Background: an optimization exercise with open tools, aiming at small area and a short achievable clock period. Do not read the settings as production practice. The RTL was checked by simulation tests, not by an equivalence proof against the original design.

==> build 20: inputs <==
==> flow/design.v (excerpt) <==
module tvg_blend4 (
    input  wire         clk,
    input  wire         rst,           
    input  wire         in_valid,
    input  wire [1:0]   in_op,         
    input  wire         in_cs,         
    input  wire [1:0]   in_mm,         
    input  wire [31:0]  in_color,      
    input  wire [7:0]   in_opacity,    
    input  wire [7:0]   in_cov,        
    input  wire [127:0] in_dst,        
    input  wire [127:0] in_src,        
    input  wire [127:0] in_mask,       
    output reg          out_valid,
    output reg  [127:0] out_pix,       
    output reg          out_dst_rd,    
    output reg          out_mask_rd    
);
    integer j;
    genvar  g;
    reg         v0;
    reg [1:0]   op0;
    reg         cs0;
    reg [1:0]   mm0;
    reg [31:0]  col0;
    reg [7:0]   opa0;
    reg [7:0]   cov0;
    reg [127:0] dst0;
    reg [127:0] src0;
    reg [31:0]  ma0;
    always @(posedge clk) begin
        if (rst)
            v0 <= 1'b0;
        else
            v0 <= in_valid;
        op0  <= in_op;
        cs0  <= in_cs;
        mm0  <= in_mm;
        col0 <= in_color;
        opa0 <= in_opacity;
        cov0 <= in_cov;
        dst0 <= in_dst;
        src0 <= in_src;
        ma0  <= {in_mask[127:120], in_mask[95:88], in_mask[63:56], in_mask[31:24]};
    end
    wire       is_clear = (op0 == 2'd0);
    wire       is_image = op0[1];
    wire       maskon   = mm0[1];
    wire [7:0] c_a      = col0[31:24];
    wire [7:0] u_r, c_g, c_b;
    tvg_am8 u_am_r (.a(is_image ? opa0 : col0[23:16]), .b(is_image ? cov0 : c_a), .y(u_r));
    tvg_am8 u_am_g (.a(col0[15:8]), .b(c_a), .y(c_g));
    tvg_am8 u_am_b (.a(col0[7:0]),  .b(c_a), .y(c_b));
    wire [31:0] color_pm = cs0 ? {c_a, c_b, c_g, u_r} : {c_a, u_r, c_g, c_b};
    wire [7:0] k_s1 = is_clear ? 8'h00 :
                      is_image ? (op0[0] ? u_r : opa0) :
                                 cov0;
    wire direct = !is_image && !is_clear && (c_a == 8'hFF) && (mm0 == 2'd0) && (cov0 == 8'hFF);
    reg         v1;
  ...
Settings: LEC_CHECK=0, CAP_MARGIN=20, CORE_MARGIN=2, CORE_UTILIZATION=40, SLEW_MARGIN=20, SYNTH_HIERARCHICAL=1; clock period 30.0 ns.
run.sh (not shown) runs the stock make flow with config.mk's settings and CLKGATE_MAP_FILE= SYNTH_SCRIPT=/design/flow/synth_recipe.tcl, a recipe that flattens the netlist after the stock synthesis.
==> build 62: changes against build 20 <==
==> flow/flow/run.sh (new file) <==
#!/bin/bash
# Layout of the version: the standard flow (standard.sh: ORFS synthesis
# and layout, unchanged), with the port buffers that global placement
# inserts on every input and output made sky130_fd_sc_hd__buf_2 instead of
# the flow's default choice (clkdlybuf4s50_1, a slow delay cell).
set -euo pipefail
export BUFFER_PORTS_ARGS="-buffer_cell sky130_fd_sc_hd__buf_2"
bash standard.sh > standard.log 2>&1
==> flow/standard.sh (new file) <==
#!/bin/bash
# synth_recipe.tcl (not shown) runs the flow's synth.tcl, then flattens the netlist and writes it again
# the make line also repeats each setting of config.mk as NAME=value (left out here)
make -C /OpenROAD-flow-scripts/flow DESIGN_CONFIG=/design/flow/config.mk WORK_HOME=/design/flow/orfs CLKGATE_MAP_FILE= SYNTH_SCRIPT=/design/flow/synth_recipe.tcl "${@:-finish}"
removed: flow/run.sh
==> comparison <==
Build 20 produced a clean layout. Build 62 passed the timing, design-rule and antenna checks. Of build 20 and build 62, build 62 has the higher sequential share of layout area (gap 0.36 points). Synthesized cell count is the same in build 62 and build 20. Flip-flop and latch count is the same in build 20 and build 62. Register-to-register slack: build 62 is worse than build 20 (490 ps). Of build 62 and build 20, build 20 has the higher via count (gap about 2.1%, measured against build 20). Between build 20 and build 62, the lower routed wire length is in build 62 (gap about 3.5%, measured against build 62). Clock skew: build 62 is higher than build 20 (8.1 ps). First-iteration DRC count: build 62 is lower than build 20 (5.5%). In clock-buffer cell count, build 62 and build 20 do not differ.


==> nickel: inputs <==
Another version of the RTL of tvg_blend4 (not shown whole).
==> module tvg_blend4, before the edit <==
module tvg_blend4 (
    input  wire         clk,
    input  wire         rst,           
    input  wire         in_valid,
    input  wire [1:0]   in_op,         
    input  wire         in_cs,         
    input  wire [1:0]   in_mm,         
    input  wire [31:0]  in_color,      
    input  wire [7:0]   in_opacity,    
    input  wire [7:0]   in_cov,        
    input  wire [127:0] in_dst,        
    input  wire [127:0] in_src,        
    input  wire [127:0] in_mask,       
    output reg          out_valid,
    output wire [127:0] out_pix,       
    output reg          out_dst_rd,    
    output reg          out_mask_rd    
);
    reg         v0;
    reg [1:0]   op0;
    reg         cs0;
    reg [1:0]   mm0;
    reg [7:0]   ca0;
    reg [7:0]   opa0;
    reg [7:0]   cov0;
    always @(posedge clk) begin
        if (rst)
            v0 <= 1'b0;
        else
            v0 <= in_valid;
        op0  <= in_op;
        cs0  <= in_cs;
        mm0  <= in_mm;
        ca0  <= in_color[31:24];
        opa0 <= in_opacity;
        cov0 <= in_cov;
    end
    wire is_clear = (op0 == 2'd0);
    wire is_image = op0[1];
    wire maskon   = mm0[1];
    wire [7:0] u_hi, u_g, u_lo;
    tvg_am8_r u_am_hi (
        .clk (clk),
        .a   (in_op[1] ? in_opacity : in_cs ? in_color[7:0] : in_color[23:16]),
        .b   (in_op[1] ? in_cov     : in_color[31:24]),
        .y   (u_hi)
    );
    tvg_am8_r u_am_g  (.clk(clk), .a(in_color[15:8]), .b(in_color[31:24]), .y(u_g));
    tvg_am8_r u_am_lo (
        .clk (clk),
        .a   (in_cs ? in_color[23:16] : in_color[7:0]),
        .b   (in_color[31:24]),
        .y   (u_lo)
    );
    wire [7:0] k_other = is_clear ? 8'h00 : is_image ? opa0 : cov0;
    reg [31:0] nc1;
    reg [7:0]  nk_other1;
    reg        rle1;
    always @(posedge clk) begin
        nc1      <= ~{ca0, u_hi, u_g, u_lo};
        nk_other1 <= ~k_other;
        rle1     <= (op0 == 2'd3);
    end
    wire [7:0] nk_s2 = rle1 ? nc1[23:16] : nk_other1;
    wire direct = !is_image && !is_clear && (ca0 == 8'hFF) && (mm0 == 2'd0) && (cov0 == 8'hFF);
    genvar g;
    generate
        for (g = 0; g < 4; g = g + 1) begin : g_lane
            tvg_lane u_lane (
                .clk      (clk),
                .in_img   (in_op[1]),
                .in_src   (in_src[32*g +: 32]),
                .in_dst   (in_dst[32*g +: 32]),
                .in_ma    (in_mask[32*g+24 +: 8]),
                .nk       (nk_s2),
                .nc       (nc1),
                .clear    (is_clear),
                .maskon   (maskon),
                .inv_mask (mm0[0]),
                .pix      (out_pix[32*g +: 32])
            );
        end
    endgenerate
    reg v1, drd1, mrd1;
    reg v2, drd2, mrd2;
    reg v3, drd3, mrd3;
    always @(posedge clk) begin
        if (rst) begin
            v1        <= 1'b0;
            v2        <= 1'b0;
            v3        <= 1'b0;
            out_valid <= 1'b0;
        end else begin
            v1        <= v0;
            v2        <= v1;
            v3        <= v2;
            out_valid <= v3;
        end
        drd1        <= !is_clear && !direct;
        mrd1        <= !is_clear && maskon;
        drd2        <= drd1;
        mrd2        <= mrd1;
        drd3        <= drd2;
        mrd3        <= mrd2;
        out_dst_rd  <= drd3;
        out_mask_rd <= mrd3;
    end
endmodule
==> module tvg_lane, before the edit <==
module tvg_lane (
    input  wire        clk,
    input  wire        in_img,      
    input  wire [31:0] in_src,
    input  wire [31:0] in_dst,
    input  wire [7:0]  in_ma,       
    input  wire [7:0]  nk,          
    input  wire [31:0] nc,          
    input  wire        clear,       
    input  wire        maskon,      
    input  wire        inv_mask,    
    output reg  [31:0] pix          
);
    reg        img0;
    reg [31:0] src0;
    reg [31:0] dst0;
    reg [7:0]  ma0;
    always @(posedge clk) begin
        img0 <= in_img;
        src0 <= in_src;
        dst0 <= in_dst;
        ma0  <= in_ma;
    end
    reg        clr1;
    reg        img1;
    reg [31:0] nsrc1;
    reg [7:0]  nm1;
    reg [31:0] nd1;
    always @(posedge clk) begin
        clr1  <= clear;
        img1  <= img0;
        nsrc1 <= ~src0;
        nm1   <= !maskon ? 8'h00 : inv_mask ? ma0 : ~ma0;
        nd1   <= ~dst0;
    end
    wire [31:0] nx = img1 ? nsrc1 : nc;
    wire [31:0] ns_s2;
    tvg_amul32_iin u_s (.np(nx), .nk(nk), .ny(ns_s2));
    reg        clr2;
    reg [31:0] ns2;
    reg [7:0]  nm2;
    reg [31:0] nd2;
    always @(posedge clk) begin
        clr2 <= clr1;
        ns2  <= ns_s2;
        nm2  <= nm1;
        nd2  <= nd1;
    end
    wire [31:0] s_s3;
    tvg_amul32_iir u_m (.np(ns2), .nk(nm2), .y(s_s3));
    reg        clr3;
    reg [23:0] sc3;      
    reg [7:0]  nf3;
    reg [31:0] nd3;
    always @(posedge clk) begin
        clr3 <= clr2;
        sc3  <= s_s3[23:0];
        nf3  <= s_s3[31:24] | {8{clr2}};
        nd3  <= nd2;
    end
    wire [7:0]  sa = clr3 ? 8'h00 : nf3;
    wire [31:0] dm;
    tvg_amul32_ii u_d (.np(nd3), .nk(nf3), .y(dm));
    always @(posedge clk)
        pix <= {sa, sc3} + dm;
endmodule
clock: 30.0 ns
lec_check: 0
cap_margin: 50
core_margin: 2
core_utilization: 60
place_density: 0.7
slew_margin: 75
synth_hierarchical: 1
standard.sh (not shown) runs the stock make flow with config.mk's settings and CLKGATE_MAP_FILE= SYNTH_SCRIPT=/design/flow/synth_recipe.tcl, a recipe that flattens the netlist after the stock synthesis.
==> flow/flow/run.sh <==
#!/bin/bash
# Layout of the version: the standard flow (standard.sh: ORFS synthesis
# and layout, unchanged), with the port buffers that global placement
# inserts on every input and output made sky130_fd_sc_hd__buf_2 instead of
# the flow's default choice (clkdlybuf4s50_1, a slow delay cell).
set -euo pipefail
export BUFFER_PORTS_ARGS="-buffer_cell sky130_fd_sc_hd__buf_2"
bash standard.sh > standard.log 2>&1
==> violet (differences from nickel) <==
--- a/flow/design.v
+++ b/flow/design.v
@@ -519,10 +519,189 @@
     assign lc[6] = (ra[5] & rb[5]) | (lc[5] & (ra[5] | rb[5]));
     assign lc[7] = (ra[6] & rb[6]) | (lc[6] & (ra[6] | rb[6]));
     assign lc[8] = (ra[7] & rb[7]) | (lc[7] & (ra[7] | rb[7]));
     assign ny = ~(ra[15:8] + rb[15:8] + lc[8]);
 endmodule
+module tvg_amul_iinr (
+    input  wire [7:0] nc,
+    input  wire [7:0] nk,
+    output wire [7:0] ny
+);
+    wire n1 = nc[0] & ~nk[0];
+    wire n2 = ~(nc[0] ? nk[1] : nk[0]);
+    wire n3 = ~(nc[0] ? nk[2] : nk[1]);
+    wire n4 = ~(nc[0] ? nk[3] : nk[2]);
+    wire n5 = ~(nc[0] ? nk[4] : nk[3]);
+    wire n6 = ~(nc[0] ? nk[5] : nk[4]);
+    wire n7 = ~(nc[0] ? nk[6] : nk[5]);
+    wire n8 = ~(nc[0] ? nk[7] : nk[6]);
+    wire n9 = ~(nc[0] | nk[7]);
+    wire n10 = ~(nc[1] | nk[0]);
+    wire n11 = ~(nc[1] | nk[1]);
+    wire n12 = ~(nc[1] | nk[2]);
+    wire n13 = ~(nc[1] | nk[3]);
+    wire n14 = ~(nc[1] | nk[4]);
+    wire n15 = ~(nc[1] | nk[5]);
+    wire n16 = ~(nc[1] | nk[6]);
+    wire n17 = ~(nc[1] | nk[7]);
+    wire n18 = ~(nc[2] | nk[0]);
+    wire n19 = ~(nc[2] | nk[1]);
+    wire n20 = ~(nc[2] | nk[2]);
+    wire n21 = ~(nc[2] | nk[3]);
+    wire n22 = ~(nc[2] | nk[4]);
+    wire n23 = ~(nc[2] | nk[5]);
+    wire n24 = ~(nc[2] | nk[6]);
+    wire n25 = ~(nc[2] | nk[7]);
+    wire n26 = ~(nc[3] | nk[0]);
+    wire n27 = ~(nc[3] | nk[1]);
+    wire n28 = ~(nc[3] | nk[2]);
+    wire n29 = ~(nc[3] | nk[3]);
+    wire n30 = ~(nc[3] | nk[4]);
+    wire n31 = ~(nc[3] | nk[5]);
+    wire n32 = ~(nc[3] | nk[6]);
+    wire n33 = ~(nc[3] | nk[7]);
+    wire n34 = ~(nc[4] | nk[0]);
+    wire n35 = ~(nc[4] | nk[1]);
+    wire n36 = ~(nc[4] | nk[2]);
+    wire n37 = ~(nc[4] | nk[3]);
+    wire n38 = ~(nc[4] | nk[4]);
+    wire n39 = ~(nc[4] | nk[5]);
+    wire n40 = ~(nc[4] | nk[6]);
+    wire n41 = ~(nc[4] | nk[7]);
+    wire n42 = ~(nc[5] | nk[0]);
+    wire n43 = ~(nc[5] | nk[1]);
+    wire n44 = ~(nc[5] | nk[2]);
+    wire n45 = ~(nc[5] | nk[3]);
+    wire n46 = ~(nc[5] | nk[4]);
+    wire n47 = ~(nc[5] | nk[5]);
+    wire n48 = ~(nc[5] | nk[6]);
+    wire n49 = ~(nc[5] | nk[7]);
+    wire n50 = ~(nc[6] | nk[0]);
+    wire n51 = ~(nc[6] | nk[1]);
+    wire n52 = ~(nc[6] | nk[2]);
+    wire n53 = ~(nc[6] | nk[3]);
+    wire n54 = ~(nc[6] | nk[4]);
+    wire n55 = ~(nc[6] | nk[5]);
+    wire n56 = ~(nc[6] | nk[6]);
+    wire n57 = ~(nc[6] | nk[7]);
+    wire n58 = ~(nc[7] | nk[0]);
+    wire n59 = ~(nc[7] | nk[1]);
+    wire n60 = ~(nc[7] | nk[2]);
+    wire n61 = ~(nc[7] | nk[3]);
+    wire n62 = ~(nc[7] | nk[4]);
+    wire n63 = ~(nc[7] | nk[5]);
+    wire n64 = ~(nc[7] | nk[6]);
+    wire n65 = ~(nc[7] | nk[7]);
+    wire n66, n67;
+    tvg_ha u_n66 (.a(n7), .b(n15), .s(n66), .co(n67));
+    wire n68, n69;
+    tvg_fa u_n68 (.a(n8), .b(n16), .c(n23), .s(n68), .co(n69));
+    wire n70, n71;
+    tvg_ha u_n70 (.a(n30), .b(n37), .s(n70), .co(n71));
+    wire n72, n73;
+    tvg_fa u_n72 (.a(n9), .b(n17), .c(n24), .s(n72), .co(n73));
+    wire n74, n75;
+    tvg_fa u_n74 (.a(n31), .b(n38), .c(n45), .s(n74), .co(n75));
+    wire n76, n77;
+    tvg_fa u_n76 (.a(n25), .b(n32), .c(n39), .s(n76), .co(n77));
+    wire n78, n79;
+    tvg_ha u_n78 (.a(n5), .b(n13), .s(n78), .co(n79));
+    wire n80, n81;
+    tvg_fa u_n80 (.a(n6), .b(n14), .c(n21), .s(n80), .co(n81));
+    wire n82, n83;
+    tvg_ha u_n82 (.a(n28), .b(n35), .s(n82), .co(n83));
+    wire n84, n85;
+    tvg_fa u_n84 (.a(n22), .b(n29), .c(n36), .s(n84), .co(n85));
+    wire n86, n87;
+    tvg_fa u_n86 (.a(n43), .b(n50), .c(n66), .s(n86), .co(n87));
+    wire n88, n89;
+    tvg_fa u_n88 (.a(n44), .b(n51), .c(n58), .s(n88), .co(n89));
+    wire n90, n91;
+    tvg_fa u_n90 (.a(n67), .b(n68), .c(n70), .s(n90), .co(n91));
+    wire n92, n93;
+    tvg_fa u_n92 (.a(n52), .b(n59), .c(n69), .s(n92), .co(n93));
+    wire n94, n95;
+    tvg_fa u_n94 (.a(n71), .b(n72), .c(n74), .s(n94), .co(n95));
+    wire n96, n97;
+    tvg_fa u_n96 (.a(n46), .b(n53), .c(n60), .s(n96), .co(n97));
+    wire n98, n99;
+    tvg_fa u_n98 (.a(n73), .b(n75), .c(n76), .s(n98), .co(n99));
+    wire n100, n101;
+    tvg_fa u_n100 (.a(n33), .b(n40), .c(n47), .s(n100), .co(n101));
+    wire n102, n103;
+    tvg_fa u_n102 (.a(n54), .b(n61), .c(n77), .s(n102), .co(n103));
+    wire n104, n105;
+    tvg_fa u_n104 (.a(n41), .b(n48), .c(n55), .s(n104), .co(n105));
+    wire n106, n107;
+    tvg_ha u_n106 (.a(n4), .b(n12), .s(n106), .co(n107));
+    wire n108, n109;
+    tvg_fa u_n108 (.a(n20), .b(n27), .c(n34), .s(n108), .co(n109));
+    wire n110, n111;
+    tvg_fa u_n110 (.a(n42), .b(n79), .c(n80), .s(n110), .co(n111));
+    wire n112, n113;
+    tvg_fa u_n112 (.a(n81), .b(n83), .c(n84), .s(n112), .co(n113));
+    wire n114, n115;
+    tvg_fa u_n114 (.a(n85), .b(n87), .c(n88), .s(n114), .co(n115));
+    wire n116, n117;
+    tvg_fa u_n116 (.a(n89), .b(n91), .c(n92), .s(n116), .co(n117));
+    wire n118, n119;
+    tvg_fa u_n118 (.a(n93), .b(n95), .c(n96), .s(n118), .co(n119));
+    wire n120, n121;
+    tvg_fa u_n120 (.a(n97), .b(n99), .c(n100), .s(n120), .co(n121));
+    wire n122, n123;
+    tvg_fa u_n122 (.a(n62), .b(n101), .c(n103), .s(n122), .co(n123));
+    wire n124, n125;
+    tvg_fa u_n124 (.a(n49), .b(n56), .c(n63), .s(n124), .co(n125));
+    wire n126, n127;
+    tvg_ha u_n126 (.a(n3), .b(n11), .s(n126), .co(n127));
+    wire n128, n129;
+    tvg_fa u_n128 (.a(n19), .b(n26), .c(n106), .s(n128), .co(n129));
+    wire n130, n131;
+    tvg_fa u_n130 (.a(n78), .b(n107), .c(n108), .s(n130), .co(n131));
+    wire n132, n133;
+    tvg_fa u_n132 (.a(n82), .b(n109), .c(n110), .s(n132), .co(n133));
+    wire n134, n135;
+    tvg_fa u_n134 (.a(n86), .b(n111), .c(n112), .s(n134), .co(n135));
+    wire n136, n137;
+    tvg_fa u_n136 (.a(n90), .b(n113), .c(n114), .s(n136), .co(n137));
+    wire n138, n139;
+    tvg_fa u_n138 (.a(n94), .b(n115), .c(n116), .s(n138), .co(n139));
+    wire n140, n141;
+    tvg_fa u_n140 (.a(n98), .b(n117), .c(n118), .s(n140), .co(n141));
+    wire n142, n143;
+    tvg_fa u_n142 (.a(n102), .b(n119), .c(n120), .s(n142), .co(n143));
+    wire n144, n145;
+    tvg_fa u_n144 (.a(n104), .b(n121), .c(n122), .s(n144), .co(n145));
+    wire n146, n147;
+    tvg_fa u_n146 (.a(n105), .b(n123), .c(n124), .s(n146), .co(n147));
+    wire n148, n149;
+    tvg_fa u_n148 (.a(n57), .b(n64), .c(n125), .s(n148), .co(n149));
+    wire [15:0] ra = {1'b0, n65, n147, n145, n143, n141, n139, n137, n135, n133, n131, n129, n127, n18, n2, n1};
+    wire [15:0] rb = {1'b0, n149, n148, n146, n144, n142, n140, n138, n136, n134, n132, n130, n128, n126, n10, 1'b0};
+    wire [8:0] lc;
+    assign lc[0] = 1'b0;
+    assign lc[1] = (ra[0] & rb[0]) | (lc[0] & (ra[0] | rb[0]));
+    assign lc[2] = (ra[1] & rb[1]) | (lc[1] & (ra[1] | rb[1]));
+    assign lc[3] = (ra[2] & rb[2]) | (lc[2] & (ra[2] | rb[2]));
+    assign lc[4] = (ra[3] & rb[3]) | (lc[3] & (ra[3] | rb[3]));
+    assign lc[5] = (ra[4] & rb[4]) | (lc[4] & (ra[4] | rb[4]));
+    assign lc[6] = (ra[5] & rb[5]) | (lc[5] & (ra[5] | rb[5]));
+    assign lc[7] = (ra[6] & rb[6]) | (lc[6] & (ra[6] | rb[6]));
+    assign lc[8] = (ra[7] & rb[7]) | (lc[7] & (ra[7] | rb[7]));
+    wire [8:0] hc;
+    wire [7:0] hs;
+    assign hc[0] = lc[8];
+    tvg_fa u_h0 (.a(ra[8]), .b(rb[8]), .c(hc[0]), .s(hs[0]), .co(hc[1]));
+    tvg_fa u_h1 (.a(ra[9]), .b(rb[9]), .c(hc[1]), .s(hs[1]), .co(hc[2]));
+    tvg_fa u_h2 (.a(ra[10]), .b(rb[10]), .c(hc[2]), .s(hs[2]), .co(hc[3]));
+    tvg_fa u_h3 (.a(ra[11]), .b(rb[11]), .c(hc[3]), .s(hs[3]), .co(hc[4]));
+    tvg_fa u_h4 (.a(ra[12]), .b(rb[12]), .c(hc[4]), .s(hs[4]), .co(hc[5]));
+    tvg_fa u_h5 (.a(ra[13]), .b(rb[13]), .c(hc[5]), .s(hs[5]), .co(hc[6]));
+    tvg_fa u_h6 (.a(ra[14]), .b(rb[14]), .c(hc[6]), .s(hs[6]), .co(hc[7]));
+    tvg_fa u_h7 (.a(ra[15]), .b(rb[15]), .c(hc[7]), .s(hs[7]), .co(hc[8]));
+    assign ny = ~hs;
+endmodule
 module tvg_am8 (
     input  wire [7:0] a,
     input  wire [7:0] b,
     output wire [7:0] y
 );
@@ -700,10 +879,20 @@
     tvg_amul_iir u3 (.nc(np[31:24]), .nk(nk), .y(y[31:24]));
     tvg_amul_iir u2 (.nc(np[23:16]), .nk(nk), .y(y[23:16]));
     tvg_amul_iir u1 (.nc(np[15:8]),  .nk(nk), .y(y[15:8]));
     tvg_amul_iir u0 (.nc(np[7:0]),   .nk(nk), .y(y[7:0]));
 endmodule
+module tvg_amul32_iinr (
+    input  wire [31:0] np,
+    input  wire [7:0]  nk,
+    output wire [31:0] ny
+);
+    tvg_amul_iinr u3 (.nc(np[31:24]), .nk(nk), .ny(ny[31:24]));
+    tvg_amul_iinr u2 (.nc(np[23:16]), .nk(nk), .ny(ny[23:16]));
+    tvg_amul_iinr u1 (.nc(np[15:8]),  .nk(nk), .ny(ny[15:8]));
+    tvg_amul_iinr u0 (.nc(np[7:0]),   .nk(nk), .ny(ny[7:0]));
+endmodule
 module tvg_amul32_iin (
     input  wire [31:0] np,
     input  wire [7:0]  nk,
     output wire [31:0] ny
 );
@@ -764,32 +953,25 @@
         .clk (clk),
         .a   (in_cs ? in_color[23:16] : in_color[7:0]),
         .b   (in_color[31:24]),
         .y   (u_lo)
     );
+    wire [31:0] color_pm = {ca0, u_hi, u_g, u_lo};
     wire [7:0] k_other = is_clear ? 8'h00 : is_image ? opa0 : cov0;
-    reg [31:0] nc1;
-    reg [7:0]  nk_other1;
-    reg        rle1;
-    always @(posedge clk) begin
-        nc1      <= ~{ca0, u_hi, u_g, u_lo};
-        nk_other1 <= ~k_other;
-        rle1     <= (op0 == 2'd3);
-    end
-    wire [7:0] nk_s2 = rle1 ? nc1[23:16] : nk_other1;
+    wire [7:0] k_s1    = (op0 == 2'd3) ? u_hi : k_other;
     wire direct = !is_image && !is_clear && (ca0 == 8'hFF) && (mm0 == 2'd0) && (cov0 == 8'hFF);
     genvar g;
     generate
         for (g = 0; g < 4; g = g + 1) begin : g_lane
             tvg_lane u_lane (
                 .clk      (clk),
                 .in_img   (in_op[1]),
                 .in_src   (in_src[32*g +: 32]),
                 .in_dst   (in_dst[32*g +: 32]),
                 .in_ma    (in_mask[32*g+24 +: 8]),
-                .nk       (nk_s2),
-                .nc       (nc1),
+                .k        (k_s1),
+                .color_pm (color_pm),
                 .clear    (is_clear),
                 .maskon   (maskon),
                 .inv_mask (mm0[0]),
                 .pix      (out_pix[32*g +: 32])
             );
@@ -838,12 +1020,12 @@
     input  wire        clk,
     input  wire        in_img,      
     input  wire [31:0] in_src,
     input  wire [31:0] in_dst,
     input  wire [7:0]  in_ma,       
-    input  wire [7:0]  nk,          
-    input  wire [31:0] nc,          
+    input  wire [7:0]  k,           
+    input  wire [31:0] color_pm,    
     input  wire        clear,       
     input  wire        maskon,      
     input  wire        inv_mask,    
     output reg  [31:0] pix          
 );
@@ -856,24 +1038,23 @@
         src0 <= in_src;
         dst0 <= in_dst;
         ma0  <= in_ma;
     end
     reg        clr1;
-    reg        img1;
-    reg [31:0] nsrc1;
+    reg [7:0]  nk1;
+    reg [31:0] nx1;
     reg [7:0]  nm1;
     reg [31:0] nd1;
     always @(posedge clk) begin
-        clr1  <= clear;
-        img1  <= img0;
-        nsrc1 <= ~src0;
-        nm1   <= !maskon ? 8'h00 : inv_mask ? ma0 : ~ma0;
-        nd1   <= ~dst0;
+        clr1 <= clear;
+        nk1  <= ~k;
+        nx1  <= ~(img0 ? src0 : color_pm);
+        nm1  <= !maskon ? 8'h00 : inv_mask ? ma0 : ~ma0;
+        nd1  <= ~dst0;
     end
-    wire [31:0] nx = img1 ? nsrc1 : nc;
     wire [31:0] ns_s2;
-    tvg_amul32_iin u_s (.np(nx), .nk(nk), .ny(ns_s2));
+    tvg_amul32_iinr u_s (.np(nx1), .nk(nk1), .ny(ns_s2));
     reg        clr2;
     reg [31:0] ns2;
     reg [7:0]  nm2;
     reg [31:0] nd2;
     always @(posedge clk) begin
==> flow/config.mk (replaced) <==
export PLATFORM = sky130hd
export DESIGN_NAME = tvg_blend4
export DESIGN_NICKNAME = tvg_blend4
export VERILOG_FILES = /design/flow/design.v
export SDC_FILE = /design/flow/constraint.sdc
export NUM_CORES = 4
export LEC_CHECK = 0
export CAP_MARGIN = 25
export CORE_MARGIN = 2
export CORE_UTILIZATION = 75
export CTS_CLUSTER_DIAMETER = 60
export CTS_CLUSTER_SIZE = 20
export PLACE_DENSITY = 0.82
export SLEW_MARGIN = 50
export SYNTH_HIERARCHICAL = 1
==> quartz (differences from nickel) <==
--- a/flow/design.v
+++ b/flow/design.v
@@ -674,15 +674,13 @@
     tvg_fa u_n145 (.a(n104), .b(n122), .c(n123), .s(n145), .co(n146));
     wire n147, n148;
     tvg_fa u_n147 (.a(n56), .b(n63), .c(n124), .s(n147), .co(n148));
     wire [15:0] ra = {1'b0, n64, n146, n144, n142, n140, n138, n136, n134, n132, n130, n128, n126, n17, n2, n1};
     wire [15:0] rb = {1'b0, n148, n147, n145, n143, n141, n139, n137, n135, n133, n131, n129, n127, n125, n9, 1'b0};
-    wire [8:0]  lo = ra[7:0] + rb[7:0];
-    wire [7:0]  h0 = ra[15:8] + rb[15:8] + lo[8];
-    wire [7:0]  h1 = ra[15:8] + rb[15:8] + lo[8] + 8'd1;
-    wire [8:0]  u  = lo[7:0] + h0;
-    assign y = u[8] ? h1 : h0;
+    wire [15:0] t = ra + rb;
+    wire [8:0]  u = t[7:0] + t[15:8];
+    assign y = t[15:8] + u[8];
 endmodule
 module tvg_amul32_ii (
     input  wire [31:0] np,
     input  wire [7:0]  nk,
     output wire [31:0] y
@@ -750,46 +748,35 @@
         cov0 <= in_cov;
     end
     wire is_clear = (op0 == 2'd0);
     wire is_image = op0[1];
     wire maskon   = mm0[1];
-    wire [7:0] u_hi, u_g, u_lo;
-    tvg_am8_r u_am_hi (
+    wire [7:0] u_r, c_g, c_b;
+    tvg_am8_r u_am_r (
         .clk (clk),
-        .a   (in_op[1] ? in_opacity : in_cs ? in_color[7:0] : in_color[23:16]),
+        .a   (in_op[1] ? in_opacity : in_color[23:16]),
         .b   (in_op[1] ? in_cov     : in_color[31:24]),
-        .y   (u_hi)
+        .y   (u_r)
     );
-    tvg_am8_r u_am_g  (.clk(clk), .a(in_color[15:8]), .b(in_color[31:24]), .y(u_g));
-    tvg_am8_r u_am_lo (
-        .clk (clk),
-        .a   (in_cs ? in_color[23:16] : in_color[7:0]),
-        .b   (in_color[31:24]),
-        .y   (u_lo)
-    );
-    wire [7:0] k_other = is_clear ? 8'h00 : is_image ? opa0 : cov0;
-    reg [31:0] nc1;
-    reg [7:0]  nk_other1;
-    reg        rle1;
-    always @(posedge clk) begin
-        nc1      <= ~{ca0, u_hi, u_g, u_lo};
-        nk_other1 <= ~k_other;
-        rle1     <= (op0 == 2'd3);
-    end
-    wire [7:0] nk_s2 = rle1 ? nc1[23:16] : nk_other1;
+    tvg_am8_r u_am_g (.clk(clk), .a(in_color[15:8]), .b(in_color[31:24]), .y(c_g));
+    tvg_am8_r u_am_b (.clk(clk), .a(in_color[7:0]),  .b(in_color[31:24]), .y(c_b));
+    wire [31:0] color_pm = cs0 ? {ca0, c_b, c_g, u_r} : {ca0, u_r, c_g, c_b};
+    wire [7:0] k_s1 = is_clear ? 8'h00 :
+                      is_image ? (op0[0] ? u_r : opa0) :
+                                 cov0;
     wire direct = !is_image && !is_clear && (ca0 == 8'hFF) && (mm0 == 2'd0) && (cov0 == 8'hFF);
     genvar g;
     generate
         for (g = 0; g < 4; g = g + 1) begin : g_lane
             tvg_lane u_lane (
                 .clk      (clk),
                 .in_img   (in_op[1]),
                 .in_src   (in_src[32*g +: 32]),
                 .in_dst   (in_dst[32*g +: 32]),
                 .in_ma    (in_mask[32*g+24 +: 8]),
-                .nk       (nk_s2),
-                .nc       (nc1),
+                .k        (k_s1),
+                .color_pm (color_pm),
                 .clear    (is_clear),
                 .maskon   (maskon),
                 .inv_mask (mm0[0]),
                 .pix      (out_pix[32*g +: 32])
             );
@@ -838,12 +825,12 @@
     input  wire        clk,
     input  wire        in_img,      
     input  wire [31:0] in_src,
     input  wire [31:0] in_dst,
     input  wire [7:0]  in_ma,       
-    input  wire [7:0]  nk,          
-    input  wire [31:0] nc,          
+    input  wire [7:0]  k,           
+    input  wire [31:0] color_pm,    
     input  wire        clear,       
     input  wire        maskon,      
     input  wire        inv_mask,    
     output reg  [31:0] pix          
 );
@@ -856,24 +843,23 @@
         src0 <= in_src;
         dst0 <= in_dst;
         ma0  <= in_ma;
     end
     reg        clr1;
-    reg        img1;
-    reg [31:0] nsrc1;
+    reg [7:0]  nk1;
+    reg [31:0] nx1;
     reg [7:0]  nm1;
     reg [31:0] nd1;
     always @(posedge clk) begin
-        clr1  <= clear;
-        img1  <= img0;
-        nsrc1 <= ~src0;
-        nm1   <= !maskon ? 8'h00 : inv_mask ? ma0 : ~ma0;
-        nd1   <= ~dst0;
+        clr1 <= clear;
+        nk1  <= ~k;
+        nx1  <= ~(img0 ? src0 : color_pm);
+        nm1  <= !maskon ? 8'h00 : inv_mask ? ma0 : ~ma0;
+        nd1  <= ~dst0;
     end
-    wire [31:0] nx = img1 ? nsrc1 : nc;
     wire [31:0] ns_s2;
-    tvg_amul32_iin u_s (.np(nx), .nk(nk), .ny(ns_s2));
+    tvg_amul32_iin u_s (.np(nx1), .nk(nk1), .ny(ns_s2));
     reg        clr2;
     reg [31:0] ns2;
     reg [7:0]  nm2;
     reg [31:0] nd2;
     always @(posedge clk) begin
==> results.toml <==
[run_status]
status = "timing/DRC/antenna clean"

[floorplanning]
rows = 143

[worst_setup_path]
crit_path_start = "g_lane[2].u_lane.pix[9]"

[cells_and_area]
final_area_um2 = 121000
nNonClkBuffers = 580
nNonClkInverters = 408
buf_share_pct = 2.62
finalNonFillerCells = 13100
multi_input_area_share_pct = 68.0
area_delta_synth_final_pct = 5.52

[global_routing]
grt_max_degree = 38

[place]
gp_congestion = 0.967
(the above is from violet)
==> results.toml <==
[run_status]
status = "timing/DRC/antenna clean"

[cells_and_area]
multi_input_area_share_pct = 67.1
nNonClkInverters = 302
area_delta_synth_final_pct = 8.46
nNonClkBuffers = 606
multi_input_area_um2 = 85300
buf_share_pct = 3.07
final_area_um2 = 127000

[drt]
wire_per_inst_um = 20.1
drt_wl_total_um = 284000

[global_routing]
grt_max_degree = 38

[floorplanning]
rows = 162

[worst_setup_path]
crit_path_start = "g_lane[3].u_lane.pix[10]"
(the above is from quartz)
==> results.toml <==
[global_routing]
grt_max_degree = 53

[cells_and_area]
multi_input_area_share_pct = 66.5
finalNonFillerCells = 14300
final_area_um2 = 128000
layout_common_cells = "2928 x nor2_1, 2041 x fa_1, 1225 x dfxtp_1"
nNonClkInverters = 476

[run_status]
status = "timing/DRC/antenna clean"

[floorplanning]
rows = 162
fp.coreArea_um2 = 195000

[drt]
wire_per_inst_um = 19.8

[place]
gp_congestion = 0.917
(the above is from nickel)

-- afterwards: timing with drivers on the ports --
In the flow no input, the clock included, has a driving cell. The finished layouts below were timed again as built, in two steps.
Step 1 (the two cells are an assumption about what drives the block):
set clk [get_ports {clk}]
set_driving_cell -lib_cell sky130_fd_sc_hd__clkbuf_16 $clk
set_driving_cell -lib_cell sky130_fd_sc_hd__buf_2 [delete_from_list [all_inputs] $clk]
Step 2, shift: input delay + t, output delay - t, t = (earliest + latest rising clock arrival at the registers) / 2. This alone moves slack from input paths to output paths.
Slacks: no drivers / after step 1 / after step 2; pairs: no drivers / after step 1.
| run | t (ns) | slack for setup (ns) | latest minus earliest clock arrival (ns) |
|---|---|---|---|
| build 20 | 0.916 | 20.942 / 20.942 / 20.942 | 0.067 / 0.067 |
| build 62 | 0.914 | 20.456 / 20.456 / 20.456 | 0.082 / 0.082 |
| nickel | 0.907 | 22.630 / 22.544 / 23.187 | 0.046 / 0.046 |
| violet | 0.835 | 22.691 / 22.606 / 22.900 | 0.030 / 0.029 |
| quartz | 0.894 | 22.675 / 22.590 / 22.846 | 0.038 / 0.038 |
After both steps setup and hold are still met in every run listed.
